Context: an optimization exercise on an open-source flow, tuned for small area, a short achievable clock period and few clock cycles. The choices shown serve that exercise and are no tape-out recipe.
Where RTL was checked, it was by simulation tests only, not by an equivalence proof against the original.
Function not checked in runs 7 to 9: the RTL went through the layout flow alone.
No activity file was given, so power comes from the tool's default toggle rates.

==> flow/design.v <==
module btc_framer (
    input  wire         clk,
    input  wire         rst,
    input  wire         cmd_valid,
    output wire         cmd_ready,
    input  wire         cmd_op,
    input  wire [7:0]   cmd_byte,
    output reg          pkt_valid,
    output reg          pkt_is_state,
    output wire [143:0] pkt_data,
    output wire [6:0]   rb_cnt
);
    localparam C = 64;
    reg [8*C-1:0] d;         
    reg [C-1:3]   flag;      
    reg [6:0]     cnt;
    reg           ready;
    reg           again;     
    reg           lost;      
    reg [7:0]     wsum;      
    reg [3:0]     ing;       
    reg           nxt_ok;    
    reg [5:0]     nxt_s;     
    reg           nxt_st;    
    reg [5:0]     nxt_sn;    
    reg           nxt_ev;    
    reg [127:0]   pd;        
    reg           pkt_is_ev;
    assign cmd_ready = ready;
    assign rb_cnt    = cnt;
    assign pkt_data  = {pd, 1'b0, 1'b1, pkt_is_ev, pkt_is_state, 1'b0, 1'b1, pkt_is_ev, pkt_is_state,
                            1'b1, 1'b0, 1'b1, pkt_is_ev, 1'b1, 1'b0, 1'b1, pkt_is_ev};
    integer j;
    wire ingest   = cmd_valid & ~cmd_op & ready;
    wire dispatch = ((cmd_valid & cmd_op & ready) | again) & nxt_ok;
    wire [8*81-1:0] e0 = {d, 136'd0};
    wire [8*47-1:0] e1 = nxt_sn[5] ? e0[0 +: 8*47] : e0[8*32 +: 8*47];
    wire [8*31-1:0] e2 = nxt_sn[4] ? e1[0 +: 8*31] : e1[8*16 +: 8*31];
    wire [8*24-1:0] e3 = nxt_sn[3] ? e2[0 +: 8*24] : e2[8*8  +: 8*24];
    wire [8*20-1:0] e4 = nxt_sn[2] ? e3[0 +: 8*20] : e3[8*4  +: 8*20];
    wire [8*18-1:0] e5 = nxt_sn[1] ? e4[0 +: 8*18] : e4[8*2  +: 8*18];
    wire [127:0]    y  = nxt_sn[0] ? e5[0 +: 8*16] : e5[8*1  +: 8*16];
    wire [127:0] pwin;
    genvar g;
    generate
        for (g = 2; g < 18; g = g + 1) begin : gp
            if (g < 4)
                assign pwin[8*(g-2) +: 8] = y[8*(17-g) +: 8];
            else
                assign pwin[8*(g-2) +: 8] = y[8*(17-g) +: 8] & {8{~nxt_ev}};
        end
    endgenerate
    wire [6:0]   cnt_inc = (cnt == C) ? cnt : cnt + 7'd1;
    wire [6:0]   newcnt  = {1'b0, nxt_s} - (nxt_st ? 7'd17 : 7'd3);
    reg  [C-1:3] keep;
    always @(*)
        for (j = 3; j < C; j = j + 1)
            keep[j] = lost | (nxt_st ? (j + 17 < nxt_s) : (j + 3 < nxt_s));
    wire [C-1:3] flag_left = flag & keep;
    wire         more = |flag_left;
    reg [C-1:3] above, hot;
    reg [5:0]   q_s;
    reg         q_t;
    always @(*) begin
        above[C-1] = 1'b0;
        for (j = C-2; j >= 3; j = j - 1) above[j] = above[j+1] | flag_left[j+1];
        hot = flag_left & ~above;
        q_s = 6'd0;
        q_t = 1'b0;
        for (j = 3; j < C; j = j + 1) begin
            q_s = q_s | ({6{hot[j]}} & j[5:0]);
            q_t = q_t | (hot[j] & ~d[8*j+4]);
        end
    end
    wire ev_ok = (d[8*2 +: 8] == 8'hBB) && (d[8*1 +: 8] == 8'h66) &&
                 (d[8*0 +: 8] == cmd_byte) && (cnt >= 7'd3);
    wire st_ok = (d[8*16 +: 8] == 8'hAA) && (d[8*15 +: 8] == 8'h55) &&
                 (wsum == d[8*1 +: 8]) && (cnt >= 7'd17);
    reg [C-1:3] flag_sh;
    always @(*)
        for (j = 3; j < C; j = j + 1)
            flag_sh[j] = (j == 3) ? ev_ok : (j == 17) ? (flag[j-1] | st_ok) : flag[j-1];
    wire       evict = nxt_ok & (nxt_s == 6'd63) & (cnt == C);
    wire       keep_old = nxt_ok & ~(st_ok & (nxt_s < 6'd16));
    wire [5:0] s_ing = keep_old ? nxt_s + 6'd1 : (st_ok ? 6'd17 : 6'd3);
    wire       t_ing = keep_old ? nxt_st : st_ok;
    wire       a_ing = (nxt_ok | st_ok | ev_ok) & ~evict;
    wire upd      = ingest | dispatch | lost;
    wire by_drain = cmd_op | again | lost;    
    always @(posedge clk) begin
        pd           <= pwin;
        pkt_is_state <= nxt_st;
        pkt_is_ev    <= nxt_ev;
        if (ingest)
            d <= {d[8*C-9:0], cmd_byte};
        if (upd) begin
            nxt_s  <= by_drain ? q_s : s_ing;
            nxt_st <= by_drain ? q_t : t_ing;
            nxt_sn <= by_drain ? ~q_s : ~s_ing;
            nxt_ev <= by_drain ? ~q_t : ~t_ing;
        end
        if (rst) begin
            flag   <= {(C-3){1'b0}};
            cnt    <= 7'd0;
            nxt_ok <= 1'b0;
        end else begin
            if (ingest | dispatch) begin
                flag <= by_drain ? flag_left : flag_sh;
                cnt  <= by_drain ? newcnt : cnt_inc;
            end
            if (upd)
                nxt_ok <= by_drain ? more : a_ing;
        end
        if (rst) begin
            wsum <= 8'd0;
            ing  <= 4'd0;
        end else if (ingest) begin
            wsum <= wsum + ((ing > 4'd1) ? d[8*1 +: 8] : 8'd0)
                         - ((ing == 4'd15) ? d[8*14 +: 8] : 8'd0);
            if (ing != 4'd15) ing <= ing + 4'd1;
        end
        pkt_valid <= ~rst & dispatch;
        again     <= ~rst & dispatch & more;
        lost      <= ~rst & ingest & evict;
        ready     <= rst | ~((dispatch & more) | (ingest & evict));
    end
endmodule
==> flow/flow/run.sh <==
#!/bin/bash
set -o pipefail
MARGIN=$(cat flow/margin.txt)
bash standard.sh SETUP_SLACK_MARGIN=$MARGIN finish > flow_make.log 2>&1
==> flow/flow/margin.txt <==
10.3
==> flow/standard.sh <==
#!/bin/bash
# synth_recipe.tcl (not shown) runs the flow's synth.tcl, then flattens the netlist and writes it again
# the make line also repeats each setting of config.mk as NAME=value (left out here)
make -C /OpenROAD-flow-scripts/flow DESIGN_CONFIG=/design/flow/config.mk WORK_HOME=/design/flow/orfs CLKGATE_MAP_FILE= SYNTH_SCRIPT=/design/flow/synth_recipe.tcl "${@:-finish}"
==> flow/config.mk <==
export PLATFORM = sky130hd
export DESIGN_NAME = btc_framer
export DESIGN_NICKNAME = btc_framer
export VERILOG_FILES = /design/flow/design.v
export SDC_FILE = /design/flow/constraint.sdc
export NUM_CORES = 4
export LEC_CHECK = 0
export CAP_MARGIN = 30
export CORE_MARGIN = 2
export CORE_UTILIZATION = 40
export SLEW_MARGIN = 20
==> flow/constraint.sdc <==
create_clock -name core_clock -period 14.0 [get_ports {clk}]
set_input_delay 2.8000 -clock core_clock [delete_from_list [all_inputs] [get_ports {clk}]]
set_output_delay 2.8000 -clock core_clock [all_outputs]
set_load 0.01 [all_outputs]
==> results.txt, run 1 <==
Iter 0 DRT Violations 3,566; most used flip-flop cell after synthesis edfxtp_1; crit path kind in2reg; Int Pwr 4.580 mW; worst-path maximum fanout 4; CP Data Arrival Time 4.41 ns; grt ovf 0; Final #Nets 3,561; I/O Pins 166; P&R area growth vs syn 19.82%; Final Core Density 48.14%; final wirelength 117,100 µm; initial antenna violation count 2; CP Cell Sequence buf_12, or3_4, o31ai_4, a21oi_2, o31a_1, o21ai_2, or4b_4, o31a_1; Rows 113; top cells by area, synth edfxtp_1, dfxtp_1, mux2i_1; DPL Wire Length 74,160 µm; layout cells sized above 1 22.55%; Rel. slew slack 31.24%; Most Frequent Cell on Critical Path o31a_1; delay-heaviest family, CP compound AO/OA/AOI/OAI gates; gr usage total 22.81%; Die ar. 97,480 µm²; routability cong. 0.9194; CP endpoint kind flip-flop; Cell Area, Synth 38,000 µm²; sequential-to-total area share from yosys stat 51.79%; clk latency of the worst-skew pair 0.65 ns; Synth Instances 3,392; Clock power frac 31.7%; Reg power frac 38.8%; Final setup viols 0; Post-CTS Hold Fix Bufs 0; switching pwr 2.198 mW; Post-synth ARST share 0%; Ys Warns 2; Final ANT Viol Nets 0; synthesized area per cell 11.20 µm²; Worst Skew 0.02932 ns; #FFs+latches synth 727; root buf cell clkbuf_16; max cap viols 0; die span in x 312.2 µm; Tightest Hold Check Type reg2reg; WP buf/inv 1; r2r setup slk 10.15 ns; Sw Ratio 32.43%; period utilization 28.77%; Synth top area share 40.46%; Diodes inserted 0; first-pass GRT wire length 171,500 µm; IO buf count 155; die height 312.2 µm; # clock sinks 727; Residual DRC 0; number of global-route vias before repair 26,430; Core ar. 94,590 µm²; Netlist cell types 91; Slowest cell on crit path or4b_4; Post-synth EDFFs 512; LEAKAGE 16.51 nW; # H-tree levels 3; CTS tree built; largest net degree at the start of global routing 180; total CTS buffers 81; status complete, no violations; critical path's largest stage delay 0.53 ns; final hold vios 0; largest area contributor in the netlist edfxtp_1; detailed-route via count 28,960; clk slew on worst S/H paths 0.06 ns; wire per inst 24.13 µm; Comb pwr share 29.5%; crit start category primary input; maximum VDD drop 0.00009066 V; worst path required time 14.38 ns; CTS Buffer Depth 3; total power per unit cell area 148.9 nW/µm²; RSZ-0062 raised after global routing true; Tmin final 4.027 ns; final hold slack 0.4284 ns; Initial Util 40.17%; Pre-Repair DR Iteration Count 6; max-slew violations 0; setup_tns 0 ns; DR vias/cell 5.969; worst-margin pin slew 1.031 ns; Peak Freq 0.2483 GHz
## repair_timing
action | 4_1_cts | 5_1_grt
pin swaps | 25 | 20
setup buffers | 52 | 27
gates resized for setup | 902 | 148
cloned | 20 | 10
endpoints found under the setup margin | 821 | 499
## cell families after synthesis
group                      share of synthesized area, %
AOI/OAI and AO/OA                                 14.35
xor gates and xnor gates                         0.7837
adders and majority gates                         1.047
buffers and inverters                             3.563
DFF                                               51.79
muxes                                             17.98
other                                           0.01976
and+or+nand+nor                                   10.47
## layout by cell type, fill, tap and decap left out, types with 57 or more instances in the layout
master       n
buf_6      119
clkbuf_16   89
o211ai_1    91
o21ai_0    218
a21oi_1    204
inv_1       57
mux2_2      58
dfxtp_1    117
a211oi_1    80
nand2_1    290
nor2_1     339
buf_4       86
dfxtp_2     86
edfxtp_1   512
mux2i_1    354
mux4_2     117
## synthesized netlist by cell type, drive strengths merged, types with 10 or more instances
cell,count
ha,19
mux2i,354
a31oi,13
a21oi,213
dfxtp,215
nand2,294
mux4,117
o31ai,14
a211oi,85
nand2b,19
nor3,31
a22oi,23
inv,63
nand3,24
a311oi,14
nor2,346
mux2,58
nor4,13
o21a,27
nor3b,11
edfxtp,512
nand4,10
nand3b,13
and2,44
o221ai,11
xor2,14
o22ai,11
o211ai,91
nor2b,19
buf,93
o21ai,243
clkbuf,182
o2bb2ai,15
xnor2,20
## state kept, by name (all words and copies together) (netlist names), 4 cells and up
name	flops
d	498
pd	128
flag	61
wsum	8
cnt	7
nxt_s	6
nxt_sn	6
ing	4
## through the flow
stage	setup WS, ns	total power [mW]	std cells	area [µm²]
after floorplan	9.039	3.815	3400	38140
after global placement	7.592	4.435	4592	40520
after detailed placement	7.550	4.444	4593	40520
after CTS	10.03	6.697	4813	44560
after global routing	9.971	7.069	4852	45530
final	9.973	6.778	4852	45530
## layer usage
layer,global-route usage (%),wire length (µm),part of all wire (%),up-vias
li1,-,-,-,13070
met1,35.40,53640,46,14150
met2,32.26,48780,42,1482
met3,3.537,10320,8.8,258
met4,7.474,4324,3.7,0
met5,0,0,0,-
## power by group through the flow
stage | sequential (mW) | clock [mW] | combinational, mW
finish | 2.63 | 2.15 | 2.00
global placement | 2.64 | 0 | 1.79
floorplan | 2.65 | 0 | 1.16
detailed placement | 2.64 | 0 | 1.80
global route | 2.65 | 2.27 | 2.15
CTS | 2.62 | 2.19 | 1.90
## layout make-up
cell class,count,area (µm²)
Clock inverter,47,511.7
Sequential cell,727,19830
Multi-Input combinational cell,2337,17640
Fill cell,8455,49060
Tap cell,1265,1583
Clock buffer,101,2166
Inverter,64,272.8
Timing Repair inverter,5,95.09
Timing Repair Buffer,306,3431
## path summary, 6_finish.rpt
kind                  from   endpoint  cells after the start
setup reg to reg  nxt_s[0]  nxt_sn[3]                     12
hold reg to reg     d[377]     d[385]                      0
setup / recovery    cmd_op   nxt_s[0]                      8
hold / removal      d[377]     d[385]                      0
Testbench counts, summed over its fixed seeds: cycles 39,570.
==> run 2, diff against run 1 <==
==> flow/flow/margin.txt (replaced) <==
10
--- a/flow/config.mk
+++ b/flow/config.mk
@@ -7,5 +7,5 @@
 export LEC_CHECK = 0
 export CAP_MARGIN = 30
 export CORE_MARGIN = 2
-export CORE_UTILIZATION = 40
+export CORE_UTILIZATION = 60
 export SLEW_MARGIN = 20
==> results.txt, run 2 <==
max cap viols 0; total power per unit cell area 149.9 nW/µm²; largest net degree at the start of global routing 178; switching pwr 2.105 mW; Final setup viols 0; RR Startpoint nxt_s[0]; Worst Skew 0.02152 ns; Clock power frac 31.3%; DR vias/cell 6.648; Pre-Repair DR Iteration Count 6; fin cells 4,385; most flop-heavy register d; crit path launch cmd_op; most numerous cell in the Yosys netlist edfxtp_1; initial antenna violation count 4; Most Frequent Cell on Critical Path o31a_1; CP Cell Sequence buf_12, or3_4, o31ai_4, a21oi_2, o31a_1, o21ai_4, or4b_4, o31a_1; Final #Nets 3,512; FILL cells 4,631; Int Pwr 4.423 mW; Synth Instances 3,392; Rel. slew slack 23.25%; setup_tns 0 ns; Final ANT Viol Nets 0; final hold slack 0.4418 ns; # clock sinks 727; Register Area 19,750 µm²; gr usage total 33.39%; clk latency of the worst-skew pair 0.63 ns; Die ar. 65,360 µm²; worst path required time 14.37 ns; total CTS buffers 76; synthesized area per cell 11.20 µm²; IO buf count 155; die height 255.7 µm; critical path's largest stage delay 0.50 ns; largest area contributor in the netlist edfxtp_1; layout cells sized above 1 17.59%; # H-tree levels 3; Cells after DPL 4,177; RSZ-0062 raised after global routing true; crit start category primary input; Residual DRC 0; Hold Path Origin d[438]; Tightest Hold Check Type reg2reg; clk slew on worst S/H paths 0.06 ns; commonest non-fill, non-tap cell in the layout edfxtp_1; final hold vios 0; max reg flops 498; wire per inst 25.57 µm; Post-CTS Hold Fix Bufs 0; DPL Wire Length 74,650 µm; status complete, no violations; root buf cell clkbuf_16; Sw Ratio 32.25%; CP Data Arrival Time 4.46 ns; final wirelength 112,100 µm; CTS tree built; Reg power frac 40.1%; worst-margin pin slew 1.151 ns; P&R area growth vs syn 14.59%; Rows 92; Initial Util 60.46%; Cell Area, Synth 38,000 µm²; maximum VDD drop 0.0001165 V; Slowest cell on crit path or4b_4; most frequent cells in the layout edfxtp_1, mux2i_1, nor2_1; Hold Path Stages 0; Ys Warns 2; sequential-to-total area share from yosys stat 51.79%; Post-synth EDFFs 512; max-slew violations 0; Synth top cells by count edfxtp_1, mux2i_1, nor2_1, nand2_1, o21ai_0; Iter 0 DRT Violations 3,487; Core ar. 62,850 µm²; Top Registers d: 498 flops, pd: 128 flops, flag: 61 flops; I/O Pins 166; Peak Freq 0.2449 GHz; first-pass GRT wire length 168,700 µm; period utilization 29.17%; #FFs+latches synth 727; most used flip-flop cell after synthesis edfxtp_1; multi-input logic area 17,470 µm²; detailed-route via count 29,150; CTS Buffer Depth 3; LEAKAGE 15.87 nW; top cells by area, synth edfxtp_1, dfxtp_1, mux2i_1; crit path kind in2reg; die span in x 255.7 µm; Synth top area share 40.46%; Tmin final 4.084 ns; Reg2Reg Depth 13; Comb pwr share 28.6%; routability cong. 0.9330; CP endpoint kind flip-flop; worst-path maximum fanout 4; grt ovf 0; number of global-route vias before repair 26,990; Netlist cell types 91; Post-synth ARST share 0%
==> run 2: final timing paths <==
| path | end | slack [ns] |
|---|---|---|
| max | nxt_s[0] | 9.92 |
| max reg2reg | nxt_sn[2] | 10.06 |
| min | d[446] | 0.44 |
| min reg2reg | d[446] | 0.44 |
==> run 2: final cells by class <==
class	count	share of cell area [%]
Antenna cell	2	0.01149
Multi-Input combinational cell	2336	40.12
Inverter	64	0.6121
Timing Repair inverter	4	0.1580
Tap cell	846	2.431
Timing Repair Buffer	264	5.540
Sequential cell	727	45.37
Clock buffer	109	4.954
Clock inverter	33	0.8046
==> run 2: logic make-up after synthesis <==
family                   after synthesis  synth area share (%)
AO/OA/AOI/OAI                        855                 14.35
XOR/XNOR                              34                0.7837
adder cells (fa/ha/maj)               27                 1.047
buffers and inverters                339                 3.563
flip-flops                           727                 51.79
multiplexers                         529                 17.98
other                                  2               0.01976
AND/OR/NAND/NOR                      879                 10.47
==> run 2: timing repair <==
item	in CTS	in global routing
setup buffers	25	20
resized for setup	544	97
endpoints found under the hold margin	0	0
pin swaps	8	15
cloned	15	2
endpoints found under the setup margin	647	98
==> run 2: per-stage QoR <==
stage	utilization [%]	setup slack (ns)	power (mW)	cell area (µm²)
3_3_place_gp	63.62	7.635	4.412	39980
2_1_floorplan	-	9.039	3.815	38140
5_1_grt	69.27	9.943	6.775	43540
6_report	69.28	9.916	6.528	43540
3_5_place_dp	63.63	7.540	4.437	39990
4_1_cts	68.80	9.938	6.487	43240
==> run 2: power by group through the flow <==
| stage | Clock [mW] | Combinational (mW) | Sequential, mW |
|---|---|---|---|
| 6_report | 2.05 | 1.87 | 2.61 |
| 5_1_grt | 2.15 | 2.00 | 2.63 |
| 4_1_cts | 2.07 | 1.81 | 2.61 |
| 3_5_place_dp | 0 | 1.78 | 2.65 |
| 3_3_place_gp | 0 | 1.76 | 2.65 |
| 2_1_floorplan | 0 | 1.16 | 2.65 |
==> run 2: layer usage <==
layer	GRT usage, %	vias up	routed length, µm
met2	48.16	1717	47880
met1	50.29	14220	48120
met4	11.24	0	4069
met5	0	-	0
li1	-	12980	-
met3	7.140	240	12040
==> run 2: critical path: cells and delay by family <==
family,cells,cell delay [ns]
buffers and inverters,1,0.08
AND/OR/NAND/NOR,2,0.70
AO/OA/AOI/OAI,5,0.87
==> run 3, diff against run 2 <==
--- a/flow/config.mk
+++ b/flow/config.mk
@@ -7,5 +7,7 @@
 export LEC_CHECK = 0
 export CAP_MARGIN = 30
 export CORE_MARGIN = 2
-export CORE_UTILIZATION = 60
+export CORE_UTILIZATION = 40
+export CTS_CLUSTER_DIAMETER = 80
+export CTS_CLUSTER_SIZE = 24
 export SLEW_MARGIN = 20
==> results.txt, run 3 <==
largest area contributor in the netlist edfxtp_1; Cell Area, Synth 38,000 µm²; P&R area growth vs syn 12.45%; layout cells sized above 1 17.86%; Int Pwr 3.870 mW; most used flip-flop cell after synthesis edfxtp_1; largest net degree at the start of global routing 176; final hold vios 0; Synth top area share 40.46%; DR top layer met4; multi-input logic area 17,380 µm²; Final #Nets 3,478; I/O Pins 166; Tmin final 4.076 ns; clk slew on worst S/H paths 0.09 ns; wire per inst 24.11 µm; number of global-route vias before repair 26,260; synthesized area per cell 11.20 µm²; worst path required time 14.37 ns; crit start category primary input; r2r setup slk 10.07 ns; root buf cell clkbuf_16; Comb pwr share 31.3%; CP endpoint kind flip-flop; Sw Ratio 34.43%; Reg power frac 43.9%; gr usage total 22.65%; Post-synth EDFFs 512; Iter 0 DRT Violations 3,792; Hold Path Stages 0; die height 312.2 µm; grt ovf 0; Post-synth ARST share 0%; top cells by area, synth edfxtp_1, dfxtp_1, mux2i_1; commonest non-fill, non-tap cell in the layout edfxtp_1; sequential-to-total area share from yosys stat 51.79%; IO buf count 155; Peak Freq 0.2453 GHz; maximum VDD drop 0.00008958 V; Hold EP d[389]; Pre-Repair DR Iteration Count 5; DR vias/cell 5.970; Most Frequent Cell on Critical Path o31a_1; max reg flops 498; detailed-route via count 28,280; Synth Instances 3,392; routability cong. 0.9059; Initial Util 40.17%; Slowest cell on crit path or4b_4; RR Startpoint nxt_s[1]; Die ar. 97,480 µm²; reg-to-reg endpoint nxt_sn[2]; met2 wire len 48,020 µm; RSZ-0062 raised after global routing true; critical path's largest stage delay 0.53 ns; Netlist cell types 91; FILL cells 8,850; most frequent cells in the layout edfxtp_1, mux2i_1, nor2_1; initial antenna violation count 3; max-slew violations 0; CTS tree built; Core ar. 94,590 µm²; CTS Buffer Depth 3; Register Area 19,750 µm²; #FFs+latches synth 727; Hold Path Origin d[381]; crit path kind in2reg; Synth top cells by count edfxtp_1, mux2i_1, nor2_1, nand2_1, o21ai_0; DPL Wire Length 74,990 µm; worst-margin pin slew 1.016 ns; CP Data Arrival Time 4.45 ns; placed cell area 40,550 µm²; Rel. slew slack 32.26%; CP Cell Sequence buf_12, or3_4, o31ai_4, a21oi_2, o31a_1, o21ai_2, or4b_4, o31a_1; Worst Skew 0.04917 ns; Design Area, Final 42,730 µm²; Clock power frac 24.8%; final wirelength 114,200 µm; Diodes inserted 0; # clock sinks 727; most flop-heavy register d; Rows 113; Final ANT Viol Nets 0; Final setup viols 0; clk latency of the worst-skew pair 0.65 ns; setup_tns 0 ns; max cap viols 0; status complete, no violations; total CTS buffers 43; LEAKAGE 15.44 nW; switching pwr 2.032 mW; Ys Warns 2; total power per unit cell area 138.1 nW/µm²; # H-tree levels 2; first-pass GRT wire length 170,700 µm; met3 wire length 10,020 µm; met1 wire length 53,140 µm; Top Registers d: 498 flops, pd: 128 flops, flag: 61 flops; Tightest Hold Check Type reg2reg; Reg2Reg Depth 14; period utilization 29.12%; most numerous cell in the Yosys netlist edfxtp_1; Residual DRC 0; die span in x 312.2 µm; worst-path maximum fanout 3
run 3: cell families after synthesis:
| kind of cell | count (synthesis) | share of synthesized area [%] |
|---|---|---|
| other | 2 | 0.01976 |
| XOR/XNOR | 34 | 0.7837 |
| adder cells (fa/ha/maj) | 27 | 1.047 |
| flip-flops | 727 | 51.79 |
| AO/OA/AOI/OAI | 855 | 14.35 |
| AND/OR/NAND/NOR | 879 | 10.47 |
| multiplexers | 529 | 17.98 |
| buffers and inverters | 339 | 3.563 |
run 3: what timing repair did:
| item | in CTS | in global routing |
|---|---|---|
| buffers inserted | 24 | 18 |
| endpoints found under the setup margin | 672 | 55 |
| pin swaps | 10 | 19 |
| hold buffers | 0 | 0 |
| gates cloned | 14 | 6 |
| gates resized for setup | 692 | 61 |
run 3: critical path: cells and delay by family:
kind                   cells  cell delay, ns
AO/OA/AOI/OAI              5            0.84
AND/OR/NAND/NOR            2            0.71
buffers and inverters      1            0.08
run 3: per-stage QoR:
stage	setup slack, ns	hold slack [ns]	util, %	total power [mW]	std cells
global placement	7.618	0.4258	42.84	4.435	4593
floorplan	9.039	0.3462	-	3.815	3400
global route	9.917	0.4421	45.18	6.185	4737
detailed placement	7.582	0.4319	42.87	4.448	4594
finish	9.924	0.4317	45.18	5.902	4737
CTS	9.983	0.4192	44.69	5.882	4710
run 3: worst max path at each step:
| stage | from | slack [ns] | to |
|---|---|---|---|
| floorplan | cmd_valid | 9.04 | d[0] |
| global placement | cmd_valid | 7.62 | d[189] |
| detailed placement | cmd_valid | 7.58 | d[469] |
| CTS | cmd_op | 9.98 | nxt_s[0] |
| global route | cmd_op | 9.92 | nxt_s[0] |
| finish | cmd_op | 9.92 | nxt_s[0] |
run 3: area by class of cell:
class / count / area share (%)
Inverter: 64 / 0.6237
Timing Repair Buffer: 261 / 5.095
Multi-Input combinational cell: 2337 / 40.68
Clock inverter: 23 / 0.7555
Sequential cell: 727 / 46.22
Timing Repair inverter: 5 / 0.1991
Clock buffer: 55 / 2.720
Tap cell: 1265 / 3.704
run 3: routing by layer:
layer / track usage (%) / vias to the layer above
li1: - / 12870
met1: 35.34 / 13930
met2: 32.33 / 1316
met3: 3.782 / 163
met4: 5.857 / 0
met5: 0 / -
run 3: power groups by stage:
stage | logic [mW] | registers, mW | clock network (mW)
after floorplan | 1.16 | 2.65 | 0
after global placement | 1.79 | 2.64 | 0
after detailed placement | 1.80 | 2.64 | 0
after CTS | 1.79 | 2.59 | 1.50
after global routing | 2.00 | 2.61 | 1.57
final | 1.85 | 2.59 | 1.46
==> run 4, diff against run 3 <==
--- a/flow/config.mk
+++ b/flow/config.mk
@@ -8,6 +8,4 @@
 export CAP_MARGIN = 30
 export CORE_MARGIN = 2
 export CORE_UTILIZATION = 40
-export CTS_CLUSTER_DIAMETER = 80
-export CTS_CLUSTER_SIZE = 24
 export SLEW_MARGIN = 20
==> results.txt, run 4 <==
status complete, no violations; sequential-to-total area share from yosys stat 51.79%; maximum VDD drop 0.00009985 V; Post-CTS Hold Fix Bufs 0; initial antenna violation count 1; RR Startpoint lost; Diodes inserted 0; worst setup path end nxt_s[0]; Core ar. 94,590 µm²; Final ANT Viol Nets 0; Cell Area, Synth 38,000 µm²; Residual DRC 0; total CTS buffers 81; Power Total 6.544 mW; Clock power frac 32.1%; period utilization 29.00%; Reg power frac 39.7%; reg-to-reg endpoint nxt_sn[4]; Tightest Hold Check Type reg2reg; worst path required time 14.37 ns; setup_tns 0 ns; Rows 113; CTS Buffer Depth 3; Post-synth EDFFs 512; r2r setup slk 10.03 ns; # H-tree levels 3; # clock sinks 727; final hold slack 0.4097 ns; IO buf count 155; Top Registers d: 498 flops, pd: 128 flops, flag: 61 flops; Iter 0 DRT Violations 3,780; Final #Nets 3,510; FILL cells 8,755; Setup WS post-layout 9.940 ns; Cells after DPL 4,594; die span in x 312.2 µm; top cells by area, synth edfxtp_1, dfxtp_1, mux2i_1; max-slew violations 0; #FFs+latches synth 727; CTS tree built; DPL Wire Length 74,990 µm; layout cells sized above 1 18.04%; RSZ-0062 raised after global routing true; LEAKAGE 15.93 nW; max cap viols 0; pre-CTS setup slack 7.582 ns; detailed-route via count 28,380; number of global-route vias before repair 26,450; Netlist cell types 91; P&R area growth vs syn 15.23%; Ys Warns 2; Synth top area share 40.46%; final hold vios 0; Post-synth ARST share 0%; Rel. slew slack 19.34%; most used flip-flop cell after synthesis edfxtp_1; first-pass GRT wire length 171,600 µm; largest area contributor in the netlist edfxtp_1; crit path kind in2reg; gr usage total 22.85%; Synth top cells by count edfxtp_1, mux2i_1, nor2_1, nand2_1, o21ai_0; Pre-Repair DR Iteration Count 6; Reg2Reg Depth 11; DR vias/cell 5.911; grt ovf 0; Initial Util 40.17%; crit start category primary input; Int Pwr 4.413 mW; worst-margin pin slew 1.210 ns; fin cells 4,801; Sw Ratio 32.57%; largest net degree at the start of global routing 176; synthesized area per cell 11.20 µm²; wire per inst 24.00 µm; routability cong. 0.9059; clk latency of the worst-skew pair 0.65 ns; commonest non-fill, non-tap cell in the layout edfxtp_1; root buf cell clkbuf_16; most frequent cells in the layout edfxtp_1, mux2i_1, nor2_1; CP Data Arrival Time 4.43 ns; most numerous cell in the Yosys netlist edfxtp_1; worst-path maximum fanout 6; most flop-heavy register d; Tmin final 4.060 ns; switching pwr 2.132 mW; CP endpoint kind flip-flop; final wirelength 115,200 µm; clk slew on worst S/H paths 0.06 ns; Die ar. 97,480 µm²; I/O Pins 166; die height 312.2 µm; max reg flops 498; Comb pwr share 28.3%; Final setup viols 0; crit path launch cmd_op; Synth Instances 3,392; total power per unit cell area 149.5 nW/µm²; Peak Freq 0.2463 GHz; Worst Skew 0.03698 ns
## run 4: cell count changes in the layout (fill, tap and decap cells not counted), moves of 3 or more
cell / previous run / this run
dfxtp_2: 32 / 13
clkinvlp_4: 1 / 4
clkinv_8: 6 / 3
buf_2: 141 / 126
dfxtp_1: 175 / 194
inv_8: 6 / 0
clkbuf_8: 3 / 11
clkbuf_16: 46 / 87
clkinv_1: 1 / 5
clkbuf_2: 0 / 9
clkbuf_1: 9 / 26
clkinv_2: 1 / 12
clkdlybuf4s15_2: 2 / 8
## run 4: routing by layer
layer  track usage (%)  vias up  wire [µm]
li1                  -    12950          -
met1             34.54    13940      52720
met2             32.31     1319      48500
met3             5.448      174      10870
met4             6.720        0       3129
met5                 0        -          0
## run 4: logic make-up (layout without fill, tap and decap cells)
| group | Yosys count | count (layout) | share of synthesized area [%] |
|---|---|---|---|
| buffers and inverters | 339 | 473 | 3.563 |
| adder cells (fa/ha/maj) | 27 | 27 | 1.047 |
| other | 2 | 10 | 0.01976 |
| flip-flops | 727 | 727 | 51.79 |
| AO/OA/AOI/OAI | 855 | 855 | 14.35 |
| XOR/XNOR | 34 | 34 | 0.7837 |
| AND/OR/NAND/NOR | 879 | 881 | 10.47 |
| multiplexers | 529 | 529 | 17.98 |
## run 4: worst min path at each step
stage                      start   endpoint  slack [ns]  depth (start not counted)
after floorplan           nxt_ev  pkt_is_ev        0.35                          0
after global placement    d[430]     d[438]        0.43                          0
after detailed placement  d[411]     d[419]        0.43                          0
after CTS                 d[381]     d[389]        0.40                          0
after global routing      d[381]     d[389]        0.42                          0
final                     d[381]     d[389]        0.41                          0
## run 4: worst max-delay path: stages
cell and delay, ns:
buf_6 0.12, or3_4 0.18, o31ai_1 0.08, a21oi_1 0.13, o31a_1 0.25, o21ai_2 0.11, or4b_4 0.50, o31a_1 0.26
## run 4: through the flow
| stage | utilization [%] | instance area (µm²) |
|---|---|---|
| 2_1_floorplan | - | 38140 |
| 3_3_place_gp | 42.84 | 40530 |
| 3_5_place_dp | 42.87 | 40550 |
| 4_1_cts | 46.05 | 43560 |
| 5_1_grt | 46.29 | 43790 |
| 6_report | 46.29 | 43790 |
## run 4: cell type report
type / count / area, µm² / area share, %
Clock inverter: 29 / 297.8 / 0.6801
Multi-Input combinational cell: 2336 / 17360 / 39.65
Inverter: 64 / 266.5 / 0.6087
Timing Repair inverter: 3 / 62.56 / 0.1429
Clock buffer: 119 / 2312 / 5.281
Sequential cell: 727 / 19730 / 45.05
Tap cell: 1265 / 1583 / 3.615
Timing Repair Buffer: 258 / 2180 / 4.978
## run 4: timing repair
| action | CTS | global route |
|---|---|---|
| endpoints found under the setup margin | 672 | 74 |
| setup buffers | 19 | 19 |
| pin swaps | 10 | 20 |
| gates resized for setup | 626 | 83 |
| gates cloned | 14 | 4 |
## run 4: power by group through the flow
stage	combinational, mW	sequential (mW)	clock [mW]
floorplan	1.16	2.65	0
global placement	1.79	2.64	0
detailed placement	1.80	2.64	0
CTS	1.80	2.60	2.14
global route	2.00	2.61	2.23
finish	1.85	2.60	2.10
==> run 5, diff against run 4 <==
--- a/flow/config.mk
+++ b/flow/config.mk
@@ -8,4 +8,6 @@
 export CAP_MARGIN = 30
 export CORE_MARGIN = 2
 export CORE_UTILIZATION = 40
+export CTS_CLUSTER_DIAMETER = 100
+export CTS_CLUSTER_SIZE = 30
 export SLEW_MARGIN = 20
==> results.txt, run 5 <==
most frequent cells in the layout edfxtp_1, mux2i_1, nor2_1; period utilization 28.80%; Final setup viols 0; commonest non-fill, non-tap cell in the layout edfxtp_1; wire per inst 24.14 µm; grt ovf 0; Top Registers d: 498 flops, pd: 128 flops, flag: 61 flops; Final #Nets 3,467; number of global-route vias before repair 25,960; Die ar. 97,480 µm²; Synth top area share 40.46%; Worst Skew 0.05719 ns; Int Pwr 3.722 mW; Tightest Hold Check Type reg2reg; critical path's largest stage delay 0.38 ns; Synth top cells by count edfxtp_1, mux2i_1, nor2_1, nand2_1, o21ai_0; total CTS buffers 34; initial antenna violation count 4; worst-margin pin slew 1.025 ns; Rows 113; most flop-heavy register d; switching pwr 1.976 mW; worst setup path end cnt[3]; final hold vios 0; Reg2Reg Depth 13; Initial Util 40.17%; Final ANT Viol Nets 0; r2r setup slk 10.09 ns; layout cells sized above 1 17.50%; worst path required time 14.44 ns; P&R area growth vs syn 12.31%; crit start category primary input; max cap viols 0; die span in x 312.2 µm; largest net degree at the start of global routing 176; Diodes inserted 0; top cells by area, synth edfxtp_1, dfxtp_1, mux2i_1; CP endpoint kind flip-flop; synthesized area per cell 11.20 µm²; final wirelength 113,900 µm; routability cong. 0.9059; Ys Warns 2; worst-path maximum fanout 14; detailed-route via count 28,180; Reg power frac 45.6%; Cell Area, Synth 38,000 µm²; Sw Ratio 34.68%; maximum VDD drop 0.00006750 V; sequential-to-total area share from yosys stat 51.79%; Rel. slew slack 31.68%; Post-synth ARST share 0%; status complete, no violations; DPL Wire Length 74,990 µm; max reg flops 498; largest area contributor in the netlist edfxtp_1; CP Cell Sequence buf_8, or3_4, buf_4, buf_4, nor2_1, nor2_4, buf_4, a21oi_1, a211oi_1; Clock power frac 21.6%; RSZ-0062 raised after global routing true; Post-CTS Hold Fix Bufs 0; CTS Buffer Depth 3; clk latency of the worst-skew pair 0.62 ns; Comb pwr share 32.8%; total power per unit cell area 133.5 nW/µm²; reg-to-reg endpoint nxt_sn[3]; CP Data Arrival Time 4.47 ns; # clock sinks 727; IO buf count 155; die height 312.2 µm; Iter 0 DRT Violations 3,687; #FFs+latches synth 727; Core ar. 94,590 µm²; gr usage total 22.46%; crit path kind in2reg; Hold Path Stages 0; setup_tns 0 ns; Residual DRC 0; Slowest cell on crit path or3_4; Peak Freq 0.2480 GHz; crit path launch cmd_op; first-pass GRT wire length 169,500 µm; Post-synth EDFFs 512; CTS tree built; I/O Pins 166; Synth Instances 3,392; # H-tree levels 2; root buf cell clkbuf_16; RR Startpoint nxt_s[1]; DR vias/cell 5.975; most used flip-flop cell after synthesis edfxtp_1; max-slew violations 0; Netlist cell types 91; Most Frequent Cell on Critical Path buf_4; Pre-Repair DR Iteration Count 6; most numerous cell in the Yosys netlist edfxtp_1; final hold slack 0.4383 ns; Tmin final 4.033 ns; clk slew on worst S/H paths 0.11 ns; LEAKAGE 15.23 nW
## run 5: what timing repair did
item | in CTS | in global routing
gates resized for setup | 579 | 98
setup endpoints to repair | 676 | 171
endpoints found under the hold margin | 0 | 0
cloned | 13 | 7
buffers inserted | 22 | 18
pin swaps | 9 | 21
## run 5: worst min path at each step
stage	start	to	slack, ns
finish	d[433]	d[441]	0.44
global route	d[425]	d[433]	0.45
CTS	d[381]	d[389]	0.43
detailed placement	d[411]	d[419]	0.43
global placement	d[430]	d[438]	0.43
floorplan	nxt_ev	pkt_is_ev	0.35
## run 5: logic make-up (layout without fill, tap and decap cells)
family	after synthesis	after routing	share of synthesized area [%]
AO/OA/AOI/OAI	855	855	14.35
adder cells (fa/ha/maj)	27	27	1.047
buffers and inverters	339	388	3.563
multiplexers	529	529	17.98
flip-flops	727	727	51.79
AND/OR/NAND/NOR	879	882	10.47
other	2	10	0.01976
XOR/XNOR	34	34	0.7837
## run 5: per-layer routing
metal / up-vias / global-route usage [%] / part of all wire, %
met3: 141 / 3.756 / 8.8
met4: 0 / 5.715 / 2.6
met5: - / 0 / 0
li1: 12820 / - / -
met1: 13920 / 34.97 / 47
met2: 1303 / 32.17 / 42
## run 5: layout make-up
| type | instances | area [µm²] |
|---|---|---|
| Fill cell | 8848 | 51910 |
| Sequential cell | 727 | 19770 |
| Multi-Input combinational cell | 2337 | 17370 |
| Timing Repair Buffer | 259 | 2496 |
| Tap cell | 1265 | 1583 |
| Clock buffer | 45 | 913.4 |
| Inverter | 64 | 266.5 |
| Clock inverter | 15 | 186.4 |
| Timing Repair inverter | 5 | 85.08 |
## run 5: metrics by stage
step / power [mW] / area (µm²) / setup WS [ns] / utilization, % / instances
CTS: 5.677 / 42330 / 9.981 / 44.75 / 4689
detailed placement: 4.448 / 40550 / 7.582 / 42.87 / 4594
floorplan: 3.815 / 38140 / 9.039 / - / 3400
global route: 5.973 / 42670 / 9.955 / 45.12 / 4717
global placement: 4.435 / 40530 / 7.618 / 42.84 / 4593
finish: 5.698 / 42670 / 9.967 / 45.12 / 4717
## run 5: power by group through the flow
stage | clock [mW] | combinational [mW] | sequential (mW)
5_1_grt | 1.33 | 2.03 | 2.62
4_1_cts | 1.26 | 1.82 | 2.60
6_report | 1.23 | 1.87 | 2.60
3_5_place_dp | 0 | 1.80 | 2.64
3_3_place_gp | 0 | 1.79 | 2.64
2_1_floorplan | 0 | 1.16 | 2.65
## run 5: critical path: cells and delay by family
kind,cells,cell delay (ns)
AOI/OAI and AO/OA,2,0.17
and+or+nand+nor,3,0.79
buffers and inverters,4,0.69
==> run 6, diff against run 5 <==
--- a/flow/config.mk
+++ b/flow/config.mk
@@ -11,3 +11,4 @@
 export CTS_CLUSTER_DIAMETER = 100
 export CTS_CLUSTER_SIZE = 30
 export SLEW_MARGIN = 20
+export TNS_END_PERCENT = 20
==> results.txt, run 6 <==
status complete, no violations; Worst Skew 0.06678 ns; Synth Instances 3,392; worst path required time 11.20 ns; die height 312.2 µm; initial antenna violation count 3; Cells after DPL 4,590; Pre-Repair DR Iteration Count 6; Die ar. 97,480 µm²; Final ANT Viol Nets 0; final hold slack 0.4272 ns; crit start category flip-flop; worst-path maximum fanout 1; largest area contributor in the netlist edfxtp_1; most used flip-flop cell after synthesis edfxtp_1; CP Data Arrival Time 1.31 ns; setup_tns 0 ns; die span in x 312.2 µm; maximum VDD drop 0.00008598 V; P&R area growth vs syn 12.57%; number of global-route vias before repair 25,430; LEAKAGE 15.44 nW; Peak Freq 0.2432 GHz; final wirelength 112,900 µm; Rows 113; Residual DRC 0; max-slew violations 0; worst-margin pin slew 1.138 ns; CTS Buffer Depth 3; crit path kind reg2out; pre-CTS setup slack 7.615 ns; Core ar. 94,590 µm²; Synth top cells by count edfxtp_1, mux2i_1, nor2_1, nand2_1, o21ai_0; largest net degree at the start of global routing 190; layout cells sized above 1 12.56%; top cells by area, synth edfxtp_1, dfxtp_1, mux2i_1; grt ovf 0; IO buf count 155; Top Registers d: 498 flops, pd: 128 flops, flag: 61 flops; total power per unit cell area 134.3 nW/µm²; CP Cell Sequence dlygate4sd2_1; I/O Pins 166; #FFs+latches synth 727; most numerous cell in the Yosys netlist edfxtp_1; commonest non-fill, non-tap cell in the layout edfxtp_1; placed cell area 40,510 µm²; max cap viols 0; wire per inst 23.94 µm; Initial Util 40.17%; first-pass GRT wire length 166,700 µm; period utilization 29.37%; detailed-route via count 28,070; DR vias/cell 5.954; gr usage total 22.12%; synthesized area per cell 11.20 µm²; CTS tree built; Cell Area, Synth 38,000 µm²; most frequent cells in the layout edfxtp_1, mux2i_1, nor2_1; clk latency of the worst-skew pair 0.63 ns; Post-synth ARST share 0%; Netlist cell types 91; delay-heaviest family, CP buffers and inverters; fin cells 4,715; sequential-to-total area share from yosys stat 51.79%; Slowest cell on crit path dlygate4sd2_1; Iter 0 DRT Violations 3,704; Final #Nets 3,461; Rel. slew slack 24.13%; Post-synth EDFFs 512; Synth top area share 40.46%; clk slew on worst S/H paths 0.12 ns; CP endpoint kind output port; # clock sinks 727; root buf cell clkbuf_16; max reg flops 498; total CTS buffers 34; DPL Wire Length 73,750 µm; final hold vios 0; # H-tree levels 2; Ys Warns 2; routability cong. 0.9017; Tightest Hold Check Type reg2reg; WP buf/inv 1; critical path's largest stage delay 0.35 ns; Tmin final 4.111 ns; Setup WS post-layout 9.889 ns; Design Area, Final 42,770 µm²; most flop-heavy register d; Final setup viols 0; RSZ-0062 raised after global routing true
## run 6: path summary, 6_finish.rpt
check        depth (start not counted)  slack [ns]      from            to
min reg2reg                          0        0.43    d[375]        d[383]
max                                  1        9.89    pd[49]  pkt_data[65]
max reg2reg                         13        9.91  nxt_s[1]     nxt_sn[2]
min                                  0        0.43    d[375]        d[383]
## run 6: stage by stage
step,utilization [%],total power [mW]
2_1_floorplan,-,3.811
3_3_place_gp,42.82,4.430
3_5_place_dp,42.82,4.438
4_1_cts,44.65,5.705
5_1_grt,45.22,6.013
6_report,45.22,5.745
## run 6: routing by layer
| metal | share of wire (%) | GRT usage, % |
|---|---|---|
| met4 | 2.7 | 5.573 |
| met3 | 8.7 | 3.026 |
| met2 | 42 | 31.23 |
| met1 | 47 | 35.29 |
| met5 | 0 | 0 |
## run 6: power by group
part	total [mW]	switching, mW	internal, mW
registers	2.60	0.113	2.49
clock network	1.28	0.753	0.530
logic	1.86	1.12	0.744
total	5.74	1.99	3.76
## run 6: what timing repair did
| item | CTS | global route |
|---|---|---|
| gates resized for setup | 226 | 91 |
| setup endpoints to repair | 690 | 252 |
| pin swaps | 9 | 13 |
| hold buffers | 0 | 0 |
| buffers inserted | 17 | 25 |
| cloned | 12 | 6 |
## run 6: cell families after synthesis
group                      Yosys count  share of synthesized area [%]
DFF                                727                          51.79
buffers and inverters              339                          3.563
adders and majority gates           27                          1.047
and+or+nand+nor                    879                          10.47
other                                2                        0.01976
muxes                              529                          17.98
xor gates and xnor gates            34                         0.7837
AOI/OAI and AO/OA                  855                          14.35
## run 6: layout make-up
cell class / instances / area, µm²
Antenna cell: 2 / 5.005
Clock buffer: 48 / 945.9
Clock inverter: 14 / 231.5
Fill cell: 8730 / 51810
Inverter: 64 / 272.8
Multi-Input combinational cell: 2335 / 17340
Sequential cell: 727 / 19710
Tap cell: 1265 / 1583
Timing Repair Buffer: 256 / 2633
Timing Repair inverter: 4 / 53.80
==> run 7, diff against run 6 <==
--- a/flow/design.v
+++ b/flow/design.v
@@ -87,6 +87,18 @@
     wire       a_ing = (nxt_ok | st_ok | ev_ok) & ~evict;
     wire upd      = ingest | dispatch | lost;
     wire by_drain = cmd_op | again | lost;    
+    wire [5:0]   nx_s;
+    wire         nx_t, nx_ok;
+    wire [C-1:3] nx_flag;
+    wire [6:0]   nx_cnt;
+    btc_framer_sel #(.W(6))   u_s    (.s(by_drain), .a(q_s),       .b(s_ing),   .y(nx_s));
+    btc_framer_sel #(.W(1))   u_t    (.s(by_drain), .a(q_t),       .b(t_ing),   .y(nx_t));
+    btc_framer_sel #(.W(1))   u_ok   (.s(by_drain), .a(more),      .b(a_ing),   .y(nx_ok));
+    btc_framer_sel #(.W(C-3)) u_flag (.s(by_drain), .a(flag_left), .b(flag_sh), .y(nx_flag));
+    btc_framer_sel #(.W(7))   u_cnt  (.s(by_drain), .a(newcnt),    .b(cnt_inc), .y(nx_cnt));
+    wire nx_ready, nx_again, nx_lost, nx_valid;
+    btc_framer_ctl u_ctl (.rst(rst), .ingest(ingest), .dispatch(dispatch), .more(more), .evict(evict),
+                          .ready(nx_ready), .again(nx_again), .lost(nx_lost), .valid(nx_valid));
     always @(posedge clk) begin
         pd           <= pwin;
         pkt_is_state <= nxt_st;
@@ -94,10 +106,10 @@
         if (ingest)
             d <= {d[8*C-9:0], cmd_byte};
         if (upd) begin
-            nxt_s  <= by_drain ? q_s : s_ing;
-            nxt_st <= by_drain ? q_t : t_ing;
-            nxt_sn <= by_drain ? ~q_s : ~s_ing;
-            nxt_ev <= by_drain ? ~q_t : ~t_ing;
+            nxt_s  <= nx_s;
+            nxt_st <= nx_t;
+            nxt_sn <= ~nx_s;
+            nxt_ev <= ~nx_t;
         end
         if (rst) begin
             flag   <= {(C-3){1'b0}};
@@ -105,11 +117,11 @@
             nxt_ok <= 1'b0;
         end else begin
             if (ingest | dispatch) begin
-                flag <= by_drain ? flag_left : flag_sh;
-                cnt  <= by_drain ? newcnt : cnt_inc;
+                flag <= nx_flag;
+                cnt  <= nx_cnt;
             end
             if (upd)
-                nxt_ok <= by_drain ? more : a_ing;
+                nxt_ok <= nx_ok;
         end
         if (rst) begin
             wsum <= 8'd0;
@@ -119,9 +131,33 @@
                          - ((ing == 4'd15) ? d[8*14 +: 8] : 8'd0);
             if (ing != 4'd15) ing <= ing + 4'd1;
         end
-        pkt_valid <= ~rst & dispatch;
-        again     <= ~rst & dispatch & more;
-        lost      <= ~rst & ingest & evict;
-        ready     <= rst | ~((dispatch & more) | (ingest & evict));
+        pkt_valid <= nx_valid;
+        again     <= nx_again;
+        lost      <= nx_lost;
+        ready     <= nx_ready;
     end
 endmodule
+module btc_framer_sel #(parameter W = 1) (
+    input  wire         s,
+    input  wire [W-1:0] a,
+    input  wire [W-1:0] b,
+    output wire [W-1:0] y
+);
+    assign y = s ? a : b;
+endmodule
+module btc_framer_ctl (
+    input  wire rst,
+    input  wire ingest,
+    input  wire dispatch,
+    input  wire more,
+    input  wire evict,
+    output wire ready,
+    output wire again,
+    output wire lost,
+    output wire valid
+);
+    assign valid = ~rst & dispatch;
+    assign again = ~rst & dispatch & more;
+    assign lost  = ~rst & ingest & evict;
+    assign ready = rst | ~((dispatch & more) | (ingest & evict));
+endmodule
--- a/flow/config.mk
+++ b/flow/config.mk
@@ -8,7 +8,5 @@
 export CAP_MARGIN = 30
 export CORE_MARGIN = 2
 export CORE_UTILIZATION = 40
-export CTS_CLUSTER_DIAMETER = 100
-export CTS_CLUSTER_SIZE = 30
 export SLEW_MARGIN = 20
-export TNS_END_PERCENT = 20
+export SYNTH_HIERARCHICAL = 1
==> results.txt, run 7 <==
multi-input logic area 17,930 µm²; DPL Wire Length 76,650 µm; die height 317.2 µm; setup_tns 0 ns; most flop-heavy register d; root buf cell clkbuf_16; DR vias/cell 5.829; Hold Path Origin d[390]; total CTS buffers 80; Final ANT Viol Nets 0; CP endpoint kind flip-flop; Reg2Reg Depth 11; placed cell area 41,550 µm²; detailed-route via count 27,990; # clock sinks 727; worst setup path end nxt_s[0]; clk latency of the worst-skew pair 0.66 ns; CP Data Arrival Time 4.45 ns; reg-to-reg endpoint nxt_s[0]; I/O Pins 166; busiest grt layer met1; Tmin final 4.076 ns; Die ar. 100,600 µm²; Comb pwr share 5.8%; GR Layer Usage met3 5.061%; max reg flops 498; final hold vios 0; clk slew on worst S/H paths 0.06 ns; Sw Ratio 23.25%; initial antenna violation count 6; Reg power frac 49.5%; Cell Area, Synth 39,240 µm²; Post-CTS Hold Fix Bufs 0; status complete, no violations; most frequent cells in the layout edfxtp_1, nand2_1, mux2i_1; layout cells sized above 1 20.79%; r2r setup slk 9.92 ns; Synth top area share 39.18%; Iter 0 DRT Violations 3,443; Final #Nets 3,496; CTS tree built; fin cells 4,802; Synth top cells by count edfxtp_1, nand2_1, mux2i_1, a21oi_1, dfxtp_1; most used flip-flop cell after synthesis edfxtp_1; max-slew violations 0; Residual DRC 0; routability cong. 0.9490; crit start category flip-flop; Post-synth ARST share 0%; Register Area 19,740 µm²; Peak Freq 0.2454 GHz; Int Pwr 3.724 mW; FILL cells 8,967; gr usage total 22.24%; Design Area, Final 44,350 µm²; Netlist cell types 96; sequential-to-total area share from yosys stat 50.15%; IO buf count 155; most numerous cell in the Yosys netlist edfxtp_1; first-pass GRT wire length 169,900 µm; # H-tree levels 3; die span in x 317.2 µm; Core ar. 96,990 µm²; commonest non-fill, non-tap cell in the layout edfxtp_1; worst-path maximum fanout 45; maximum VDD drop 0.00007655 V; synthesized area per cell 11.53 µm²; pre-CTS setup slack 8.078 ns; Cells after DPL 4,613; period utilization 29.11%; grt ovf 0; P&R area growth vs syn 13.01%; Pre-Repair DR Iteration Count 6; final wirelength 115,000 µm; RR Startpoint nxt_s[4]; RSZ-0062 raised after global routing true; crit path kind reg2reg; Clock power frac 44.7%; top cells by area, synth edfxtp_1, dfxtp_1, mux2i_1; number of global-route vias before repair 26,450; largest area contributor in the netlist edfxtp_1; LEAKAGE 17.30 nW; crit path launch nxt_s[4]; Ys Warns 8; wire per inst 23.94 µm; worst path required time 14.38 ns; Initial Util 40.46%; Rows 114; Tightest Hold Check Type reg2reg; max cap viols 0; Final setup viols 0; Synth Instances 3,403; #FFs+latches synth 727; met2 Usage GRT 31.60%; Setup WS post-layout 9.924 ns; Rel. slew slack 29.01%; total power per unit cell area 109.4 nW/µm²; switching pwr 1.128 mW; met1 Use GR 33.91%; largest net degree at the start of global routing 137; Worst Skew 0.03157 ns; final hold slack 0.4445 ns; Top Registers d: 498 flops, pd: 128 flops, flag: 61 flops; Post-synth EDFFs 512; CTS Buffer Depth 3; worst-margin pin slew 1.065 ns
==> run 7: cell type report <==
cell class                      count  share of cell area (%)
Antenna cell                        1                0.005642
Clock buffer                      101                   4.807
Clock inverter                     48                   1.255
Inverter                          133                   1.191
Multi-Input combinational cell   2274                   40.42
Sequential cell                   727                   44.51
Tap cell                         1276                   3.600
Timing Repair Buffer              236                   3.986
Timing Repair inverter              6                  0.2285
==> run 7: what timing repair did <==
item	CTS	global route
pin swaps	8	5
endpoints found under the setup margin	658	443
resized for setup	653	32
cloned	8	5
buffers inserted	17	6
==> run 7: per-layer routing <==
metal / up-vias / wire length (µm)
li1: 12860 / -
met1: 13730 / 53340
met2: 1226 / 48240
met3: 178 / 10600
met4: 2 / 2773
met5: - / 12
==> run 7: power groups by stage <==
stage / combinational (mW) / clock, mW / sequential (mW)
final: 0.281 / 2.17 / 2.40
after global routing: 0.306 / 2.30 / 2.41
after CTS: 0.272 / 2.21 / 2.40
after detailed placement: 0.259 / 0 / 2.45
after global placement: 0.256 / 0 / 2.45
after floorplan: 0.198 / 0 / 2.43
==> run 7: worst min-delay path by stage <==
stage,depth (start not counted),slack (ns),endpoint
6_report,0,0.44,d[398]
5_1_grt,0,0.46,d[488]
4_1_cts,0,0.44,d[331]
3_5_place_dp,0,0.43,d[429]
3_3_place_gp,0,0.42,d[426]
2_1_floorplan,0,0.39,pkt_is_ev
==> run 7: worst max-delay path, cell delays in order, from the launching register on <==
cell and delay (ns):
edfxtp_1 0.32, buf_4 0.45, nor2b_1 0.49, buf_4 0.32, a31oi_1 0.12, a21boi_1 0.61, or3_1 0.31, nor4_4 0.06
buf_4 0.17, a2111oi_0 0.40, nand4_1 0.20, mux2_4 0.31
==> run 7: cell families after synthesis <==
| logic type | Yosys count | synth area share (%) |
|---|---|---|
| fa+ha+maj | 26 | 0.9820 |
| other cells | 2 | 0.01914 |
| buf+inv | 411 | 4.741 |
| xor+xnor | 37 | 0.8258 |
| mux | 590 | 20.12 |
| flops | 727 | 50.15 |
| simple gates | 847 | 9.935 |
| compound gates | 763 | 13.23 |
==> run 7: per-stage QoR <==
step | total power, mW | utilization, %
6_report | 4.853 | 45.73
4_1_cts | 4.882 | 45.43
3_3_place_gp | 2.706 | 42.79
5_1_grt | 5.011 | 45.72
3_5_place_dp | 2.710 | 42.84
2_1_floorplan | 2.630 | -
==> run 7: modules after synthesis (local to each module, per instance), a selection <==
module	copies in the design	area, µm²
btc_framer_ctl	1	41.29
btc_framer	1	37910
==> run 8, diff against run 7 <==
--- a/flow/design.v
+++ b/flow/design.v
@@ -87,13 +87,11 @@
     wire       a_ing = (nxt_ok | st_ok | ev_ok) & ~evict;
     wire upd      = ingest | dispatch | lost;
     wire by_drain = cmd_op | again | lost;    
-    wire [5:0]   nx_s;
-    wire         nx_t, nx_ok;
+    wire [5:0]   nx_s  = by_drain ? q_s  : s_ing;
+    wire         nx_t  = by_drain ? q_t  : t_ing;
+    wire         nx_ok = by_drain ? more : a_ing;
     wire [C-1:3] nx_flag;
     wire [6:0]   nx_cnt;
-    btc_framer_sel #(.W(6))   u_s    (.s(by_drain), .a(q_s),       .b(s_ing),   .y(nx_s));
-    btc_framer_sel #(.W(1))   u_t    (.s(by_drain), .a(q_t),       .b(t_ing),   .y(nx_t));
-    btc_framer_sel #(.W(1))   u_ok   (.s(by_drain), .a(more),      .b(a_ing),   .y(nx_ok));
     btc_framer_sel #(.W(C-3)) u_flag (.s(by_drain), .a(flag_left), .b(flag_sh), .y(nx_flag));
     btc_framer_sel #(.W(7))   u_cnt  (.s(by_drain), .a(newcnt),    .b(cnt_inc), .y(nx_cnt));
     wire nx_ready, nx_again, nx_lost, nx_valid;
--- a/flow/config.mk
+++ b/flow/config.mk
@@ -5,8 +5,11 @@
 export SDC_FILE = /design/flow/constraint.sdc
 export NUM_CORES = 4
 export LEC_CHECK = 0
+export ABC_AREA = 1
 export CAP_MARGIN = 30
 export CORE_MARGIN = 2
 export CORE_UTILIZATION = 40
+export CTS_CLUSTER_DIAMETER = 80
+export CTS_CLUSTER_SIZE = 24
 export SLEW_MARGIN = 20
 export SYNTH_HIERARCHICAL = 1
==> results.txt, run 8 <==
Core ar. 93,470 µm²; Initial Util 40.43%; placed cell area 40,110 µm²; Synth Instances 4,470; Post-Synth Adder-Cell Area 1.020%; crit start category primary input; most numerous cell in the Yosys netlist nand2_1; Post-Synth XOR/XNOR Area 0.6953%; most frequent cells in the layout nand2_1, o21ai_0, edfxtp_1; I/O Pins 166; total power per unit cell area 129.5 nW/µm²; CP Data Arrival Time 5.33 ns; Final ANT Viol Nets 0; final hold vios 0; CP Depth 21; worst-margin pin slew 0.9905 ns; reg-to-reg endpoint nxt_sn[0]; Reg2Reg Depth 27; largest area contributor in the netlist edfxtp_1; Diodes inserted 0; CTS tree built; synthesized area per cell 8.454 µm²; Cells after DPL 5,623; Peak Freq 0.2033 GHz; total CTS buffers 44; Pre-Repair DR Iteration Count 7; # H-tree levels 2; CP Cell Sequence buf_8, nor2_4, nand2_8, buf_4, buf_6, buf_6, buf_8, buf_16, buf_12, clkinv_8, a2111oi_4, o2111ai_2, nor3_2, nand4_1, a21oi_1, nand3_1, nor4_1, and3_1, o2111ai_1, nor2_1, a21boi_1; final wirelength 125,200 µm; FILL cells 9,104; root buf cell clkbuf_16; crit path launch cmd_op; routability cong. 0.9378; period utilization 35.13%; Post-synth ARST share 0%; Synth Area in Compound Gates 16.25%; IO buf count 155; max-slew violations 0; setup_tns 0 ns; number of global-route vias before repair 29,410; max cap viols 0; detailed-route via count 32,820; commonest non-fill, non-tap cell in the layout nand2_1; top cells by area, synth edfxtp_1, dfxtp_1, nand2_1; Rel. slew slack 33.36%; Residual DRC 0; Tightest Hold Check Type reg2reg; worst-path maximum fanout 6; Final setup viols 0; LEAKAGE 17.13 nW; #FFs+latches synth 727; Netlist cell types 67; delay-heaviest family, CP simple AND/OR/NAND/NOR gates; WP buf/inv 8; Worst Skew 0.03911 ns; Design Area, Final 42,830 µm²; layout cells sized above 1 12.50%; maximum VDD drop 0.00006970 V; r2r setup slk 9.57 ns; RSZ-0062 raised after global routing true; Simple-Gate Fraction of Synth Area 20.73%; Die ar. 96,950 µm²; DPL Wire Length 82,560 µm; Slowest cell on crit path nor4_1; DR vias/cell 5.661; fin cells 5,798; clk slew on worst S/H paths 0.10 ns; worst path required time 14.41 ns; sequential-to-total area share from yosys stat 52.07%; CTS Buffer Depth 3; Rows 112; CP endpoint kind flip-flop; wire per inst 21.60 µm; largest family of logic cells by synthesized area simple AND/OR/NAND/NOR gates; Synth top cells by count nand2_1, o21ai_0, edfxtp_1, nor2_1, inv_1; pre-CTS setup slack 7.329 ns; Cell Area, Synth 37,790 µm²; P&R area growth vs syn 13.34%; Tmin final 4.919 ns; largest net degree at the start of global routing 185; clk latency of the worst-skew pair 0.66 ns; Iter 0 DRT Violations 4,266; status complete, no violations; Post-synth EDFFs 512; Final #Nets 4,546; first-pass GRT wire length 184,400 µm; Ys Warns 8; most used flip-flop cell after synthesis edfxtp_1; max reg flops 498; Top Registers d: 498 flops, pd: 128 flops, flag: 61 flops; die height 311.4 µm; most flop-heavy register d; crit path kind in2reg; RR Startpoint nxt_s[3]; critical path's largest stage delay 0.25 ns; # clock sinks 727; die span in x 311.4 µm; Synth top area share 40.68%; initial antenna violation count 3; worst setup path end nxt_s[1]; Setup WS post-layout 9.081 ns; gr usage total 24.46%; mux share of post-synthesis cell area 2.463%; grt ovf 0
run 8: changes by cell type after synthesis, sizes merged, moves of 54 or more:
cell and change:
mux2 -157, a21oi -110, nor2 +259, o2bb2ai -54
nand3 +164, clkbuf +57, inv +182, o211ai +69
a31oi +58, mux4 -121, mux2i -219, nand2 +686
o21ai +500
run 8: repair_timing:
action / 4_1_cts / 5_1_grt
cloned: 12 / 11
pin swaps: 21 / 72
hold buffers: 0 / 0
resized for setup: 688 / 178
setup buffers: 46 / 23
endpoints found under the setup margin: 751 / 248
run 8: layer usage:
layer	GRT usage, %	wire (µm)	vias up
met4	4.611	2671	6
met3	5.244	13310	166
met5	0	34	-
met2	35.21	51860	1693
met1	37.61	57350	15540
li1	-	-	15410
run 8: final cells by class:
type / count / area, µm² / area share, %
sequential: 727 / 19750 / 46.10
multi-input combinational: 3123 / 16020 / 37.40
timing repair buffer: 281 / 2557 / 5.971
tap: 1254 / 1569 / 3.663
inverter: 324 / 1313 / 3.064
clock buffer: 57 / 1181 / 2.758
clock inverter: 25 / 306.5 / 0.7157
timing repair inverter: 7 / 141.4 / 0.3301
run 8: modules after synthesis (local to each module, per instance), excerpt:
module	flip-flops and latches	cell area, µm²	times used	cells inside
btc_framer	727	36830	1	4240
btc_framer_ctl	0	42.54	1	10
run 8: where the power goes:
part / leakage [nW] / switching (mW) / total, mW / internal, mW
sequential: 6.28 / 0.0741 / 2.54 / 2.46
combinational: 10.1 / 1.06 / 1.55 / 0.491
clock: 0.729 / 0.815 / 1.47 / 0.650
total: 17.1 / 1.95 / 5.55 / 3.60
run 8: worst min-delay path by stage:
| stage | from | end | slack (ns) | cells past startpoint |
|---|---|---|---|---|
| 2_1_floorplan | nxt_ev | pkt_is_ev | 0.37 | 0 |
| 3_3_place_gp | d[349] | d[357] | 0.42 | 0 |
| 3_5_place_dp | d[80] | d[88] | 0.42 | 0 |
| 4_1_cts | d[226] | d[234] | 0.44 | 0 |
| 5_1_grt | d[226] | d[234] | 0.43 | 0 |
| 6_report | d[226] | d[234] | 0.43 | 0 |
run 8: logic make-up after synthesis:
logic type | count (synthesis)
adder cells (fa/ha/maj) | 26
AND/OR/NAND/NOR | 1888
other | 2
flip-flops | 727
buffers and inverters | 629
XOR/XNOR | 30
AO/OA/AOI/OAI | 1075
multiplexers | 93
run 8: stage by stage:
step	hold WS (ns)	util (%)	total power, mW
4_1_cts	0.4362	44.97	5.497
5_1_grt	0.4336	45.82	5.810
3_3_place_gp	0.4222	42.87	4.043
3_5_place_dp	0.4246	42.92	4.052
6_report	0.4324	45.82	5.549
2_1_floorplan	0.3680	-	3.520
==> run 9, diff against run 8 <==
==> flow/config.mk (replaced) <==
export PLATFORM = sky130hd
export DESIGN_NAME = btc_framer
export DESIGN_NICKNAME = btc_framer
export VERILOG_FILES = /design/flow/design.v
export SDC_FILE = /design/flow/constraint.sdc
export NUM_CORES = 4
export LEC_CHECK = 0
export CAP_MARGIN = 30
export CORE_MARGIN = 2
export CORE_UTILIZATION = 40
export CTS_CLUSTER_DIAMETER = 100
export CTS_CLUSTER_SIZE = 30
export SLEW_MARGIN = 20
export SYNTH_HIERARCHICAL = 1
==> results.txt, run 9 <==
Peak Freq 0.2520 GHz; grt ovf 0; Cells after DPL 4,633; CP Data Arrival Time 4.30 ns; commonest non-fill, non-tap cell in the layout edfxtp_1; P&R area growth vs syn 11.45%; crit start category flip-flop; max-slew violations 0; maximum VDD drop 0.00006909 V; Rel. slew slack 36.55%; DR vias/cell 5.795; I/O Pins 166; die height 315.9 µm; Ys Warns 8; fin cells 4,754; Final setup viols 0; period utilization 28.34%; Hold EP d[450]; detailed-route via count 27,550; critical path's largest stage delay 0.62 ns; Final ANT Viol Nets 0; Reg2Reg Depth 11; total power per unit cell area 102.3 nW/µm²; Final #Nets 3,490; DPL Wire Length 75,700 µm; worst-margin pin slew 0.9517 ns; largest area contributor in the netlist edfxtp_1; Clock power frac 30.1%; sequential-to-total area share from yosys stat 50.57%; Tmin final 3.968 ns; reg-to-reg endpoint nxt_sn[3]; initial antenna violation count 1; largest net degree at the start of global routing 218; Rows 114; Int Pwr 3.227 mW; Diodes inserted 0; FILL cells 9,010; setup_tns 0 ns; first-pass GRT wire length 167,900 µm; CTS Buffer Depth 3; worst path required time 14.33 ns; crit path kind reg2reg; Synth top area share 39.51%; Initial Util 40.30%; Register Area 19,770 µm²; most flop-heavy register d; LEAKAGE 15.82 nW; die span in x 315.9 µm; Reg power frac 55.1%; Power Total 4.435 mW; top cells by area, synth edfxtp_1, dfxtp_1, mux2i_1; pre-CTS setup slack 7.682 ns; Comb pwr share 14.8%; r2r setup slk 10.03 ns; # H-tree levels 2; Residual DRC 0; number of global-route vias before repair 25,940; Tightest Hold Check Type reg2reg; Hold Path Origin d[442]; layout cells sized above 1 20.93%; clk slew on worst S/H paths 0.12 ns; clk latency of the worst-skew pair 0.61 ns; Sw Ratio 27.24%; status complete, no violations; CP Cell Sequence buf_12, ha_1, buf_6, and4_4, a311oi_4, nand2_2, a2111oi_4, nand3_2, or4_1, o21ai_1, o32ai_1; routability cong. 0.8945; final hold vios 0; most used flip-flop cell after synthesis edfxtp_1; Synth top cells by count edfxtp_1, nand2_1, mux2i_1, nor2_1, a21oi_1; max cap viols 0; final wirelength 111,500 µm; Setup WS post-layout 10.03 ns; Top Registers d: 498 flops, pd: 128 flops, flag: 61 flops; Netlist cell types 98; CP endpoint kind flip-flop; RSZ-0062 raised after global routing true; Post-CTS Hold Fix Bufs 0; #FFs+latches synth 727; max reg flops 498; Synth Instances 3,419; Post-synth ARST share 0%; IO buf count 155; worst-path maximum fanout 19; Post-synth EDFFs 512; Worst Skew 0.03479 ns; Iter 0 DRT Violations 3,060; Hold Path Stages 0; wire per inst 23.46 µm; Die ar. 99,800 µm²; Slowest cell on crit path or4_1; Cell Area, Synth 38,920 µm²; multi-input logic area 18,060 µm²; most numerous cell in the Yosys netlist edfxtp_1; final hold slack 0.4508 ns; Pre-Repair DR Iteration Count 6; total CTS buffers 35; Core ar. 96,570 µm²; synthesized area per cell 11.38 µm²; switching pwr 1.208 mW; gr usage total 21.91%; RR Startpoint nxt_s[1]; most frequent cells in the layout edfxtp_1, nand2_1, mux2i_1; CTS tree built; root buf cell clkbuf_16; # clock sinks 727
run 9: cell types whose count changed after synthesis, sizes merged, moves of 160 or more:
cell   change
inv      -240
nor2     -160
mux2     +168
o21ai    -458
nand2    -720
mux2i    +234
nand3    -161
run 9: cell type report:
cell class              instances  share of cell area (%)
flip-flops and latches        727                   45.58
clock inverters                11                  0.5106
inverters                      78                  0.7789
well taps                    1276                   3.681
repair buffers                258                   5.259
repair inverters                4                  0.1327
multi-input cells            2348                   41.65
clock buffers                  52                   2.412
run 9: per-stage QoR:
step / utilization (%) / instance area [µm²]
after floorplan: - / 39060
after global placement: 42.74 / 41270
after detailed placement: 42.76 / 41300
after CTS: 44.85 / 43310
after global routing: 44.92 / 43370
final: 44.92 / 43370
run 9: logic make-up after synthesis:
| group | share of synthesized area (%) |
|---|---|
| compound gates | 12.24 |
| xor+xnor | 0.8327 |
| fa+ha+maj | 0.9903 |
| buf+inv | 4.109 |
| flops | 50.57 |
| mux | 20.75 |
| other cells | 0.01930 |
| simple gates | 10.49 |
run 9: critical path, delay by kind of cell, from the launching register on:
family / cells / cell delay [ns]
buf+inv: 2 / 0.37
simple gates: 4 / 1.31
fa+ha+maj: 1 / 0.19
flops: 1 / 0.46
compound gates: 4 / 1.35
run 9: worst max path at each step:
stage	startpoint	endpoint	slack (ns)
after CTS	cmd_byte[4]	nxt_ok	9.97
after global routing	nxt_s[1]	nxt_sn[0]	9.94
after floorplan	cmd_valid	d[0]	9.06
after detailed placement	cmd_valid	d[495]	7.68
final	nxt_s[1]	nxt_sn[3]	10.03
after global placement	cmd_valid	d[487]	7.55
run 9: power groups by stage:
stage / Sequential [mW] / Combinational, mW / Clock (mW)
3_5_place_dp: 2.50 / 0.648 / 0
6_report: 2.44 / 0.657 / 1.33
5_1_grt: 2.45 / 0.718 / 1.43
2_1_floorplan: 2.49 / 0.438 / 0
3_3_place_gp: 2.49 / 0.645 / 0
4_1_cts: 2.45 / 0.656 / 1.37
run 9: per-module statistics from Yosys (local to each module, per instance), excerpt:
module | area, µm² | flops+latches
btc_framer | 37710 | 727
btc_framer_ctl | 41.29 | 0
run 9: per-layer routing:
layer / global-route usage [%] / share of wire (%)
met1: 34.34 / 48
met2: 31.53 / 42
met3: 4.034 / 8.3
met4: 4.050 / 1.6
met5: 0 / 0
run 9: timing repair:
action                     CTS  global route
gates resized for setup    551           126
gates cloned                11             1
buffers inserted            29            15
setup endpoints to repair  673           181
hold endpoints to repair     0             0
pin swaps                   15            20

Check on run 9: ideal ports give 10.032 ns setup slack; a clkbuf_16 on the clock port and buf_2 on the inputs give 9.969 ns; moving port delays by the midpoint clock arrival (0.665 ns) as well gives 9.412 ns.
